What follows belongs to an exercise in optimizing a design on an open flow for small area, a short achievable clock period and few clock cycles per item; a production flow would make more cautious choices.
In this exercise RTL edits were held to simulation tests only and were not proved equivalent to the original.
No activity file was given, so power comes from the tool's default toggle rates.

## job 101
// csa20_alu
module csa20_alu (
    input  wire        clk,
    input  wire        rst,           
    input  wire        in_valid,
    output wire        in_ready,
    input  wire [3:0]  in_ctl,
    input  wire [19:0] in_a,
    input  wire [19:0] in_b,
    output reg         out_valid,
    output reg  [39:0] out_result,
    output reg         cc_ov,
    output reg         cc_uf,
    output reg         cc_dz
);
    localparam [3:0] OP_ADD = 4'd0,  OP_SUB = 4'd1,  OP_MUL = 4'd2,  OP_DIV = 4'd3,
                     OP_AND = 4'd4,  OP_OR  = 4'd5,  OP_NOT = 4'd6,  OP_SLL = 4'd7,
                     OP_SRL = 4'd8,  OP_SRA = 4'd9,  OP_SLA = 4'd10, OP_ROL = 4'd11,
                     OP_ROR = 4'd12;
    reg        ready;        
    reg        pend;         
    reg        mrun;         
    reg        drun;         
    reg        dal;          
    reg        dfix;         
    reg        first;        
    reg [3:0]  cnt;          
    reg [3:0]  octl;         
    reg        f_sub;        
    reg        f_cin;        
    reg        f_as;         
    reg [19:0] oa;           
    reg [19:0] ob;           
    reg        z1_one, z1_two, z1_neg;      
    reg        z2_one, z2_two, z2_neg, z2_low, zc;
    reg        sa, sb;       
    reg        dzero;        
    reg        rred, rred2;  
    assign in_ready = ready;
    wire in_mul = (in_ctl == OP_MUL);
    wire in_div = (in_ctl == OP_DIV);
    wire in_sub = (in_ctl == OP_SUB);
    wire in_rot = (in_ctl == OP_ROL) | (in_ctl == OP_ROR);
    wire in_big = (|in_b[19:5]) | (in_b[4] & (in_b[3] | in_b[2]));
    wire [19:0] dx     = in_a ^ {20{in_a[19]}};                  
    wire [19:0] mm     = in_b ^ {20{in_b[19]}};
  ...
==> flow/config.mk <==
export PLATFORM = sky130hd
export DESIGN_NAME = csa20_alu
export DESIGN_NICKNAME = csa20_alu
export VERILOG_FILES = /design/flow/design.v
export SDC_FILE = /design/flow/constraint.sdc
export NUM_CORES = 4
export LEC_CHECK = 0
export CAP_MARGIN = 20
export CELL_PAD_IN_SITES_DETAIL_PLACEMENT = 1
export CELL_PAD_IN_SITES_GLOBAL_PLACEMENT = 2
export CORE_MARGIN = 2
export CORE_UTILIZATION = 40
export PLACE_DENSITY = 0.5
export SLEW_MARGIN = 20
export TNS_END_PERCENT = 100
==> flow/constraint.sdc <==
create_clock -name core_clock -period 12.0 [get_ports {clk}]
set_input_delay 2.4000 -clock core_clock [delete_from_list [all_inputs] [get_ports {clk}]]
set_output_delay 2.4000 -clock core_clock [all_outputs]
set_load 0.01 [all_outputs]
standard.sh (not shown) runs the stock make flow with config.mk's settings and CLKGATE_MAP_FILE= SYNTH_SCRIPT=/design/flow/synth_recipe.tcl, a recipe that flattens the netlist after the stock synthesis.
==> flow/flow/run.sh <==
#!/bin/bash
set -euo pipefail
export SETUP_SLACK_MARGIN=7.8
export BUFFER_PORTS_ARGS="-buffer_cell sky130_fd_sc_hd__buf_1"
bash standard.sh > standard.log 2>&1
Testbench counts of job 101, summed over its fixed seeds: cycles 16,474, ops 8,000.
## Diff of input files: job 102 against job 101
-- flow/flow/run.sh --
<<< job 101, line 3
export SETUP_SLACK_MARGIN=7.8
>>> job 102, line 3
export SETUP_SLACK_MARGIN=7.5
## What came out
[job 102 vs job 101] number of cells on the critical path: higher in job 102
Final clock period utilization by the worst path was lower in the run labelled job 101.
Re aggregate global-route resource usage: job 101 was higher than job 102.
Comparing job 101 and job 102, the higher non-clock buffer count was measured on job 101.
Combinational share of power is lower on job 102
> inputs changed (job 102 -> job 103)
-- flow/flow/run.sh --
<<< job 102, line 3
export SETUP_SLACK_MARGIN=7.5
>>> job 103, line 3
export SETUP_SLACK_MARGIN=7.0
Findings:
Job 103 vs. job 102: slew at the pin with the worst max-slew slack went up by 0.10 ns. Re wire length: job 102 was higher than job 103. In job 103, post-route worst hold slack is lower than in job 102. Taking job 102 as the reference, in job 103 part of the power in the clock network went up by 1.8 points; maximum vdd drop up 9.5%. Number of instances resized during post-cts repair of job 103 falls short of that of job 102 by more than half. Job 103 improves on job 102 in wire length of the first global-routing pass. Total power: job 103 below job 102.

## separate check: timing with driven ports
The results above use ideal ports. As a check the final layouts listed here were re-extracted and re-timed, cells and wires unchanged. Step 1 sets driving cells, clkbuf_16 on the clock port and buf_2 on the other inputs (assumed; they add their load-dependent delay and slew). Step 2 adds t to the input delays and takes it off the output delays; t is the mean of the earliest and latest rising clock arrival at the registers after step 1. Input paths then give back, and output paths get back, about the clock's delay inside the block. Three values: ideal, step 1, step 2; two values: the first two.
run | shift t [ns] | setup WS [ns] | worst setup path at the end | clock arrival spread, ns
job 101 | 0.536 | 7.640 / 7.640 / 7.549 | input to register | 0.019 / 0.019
job 102 | 0.512 | 7.392 / 7.392 / 7.261 | input to register | 0.015 / 0.014
job 103 | 0.540 | 7.037 / 7.037 / 7.037 | register to register | 0.019 / 0.019
After both steps setup and hold are still met in every run listed. For job 102, which loses most, drivers alone change the setup slack by 0.000 ns; drivers and shift together by -0.131 ns.
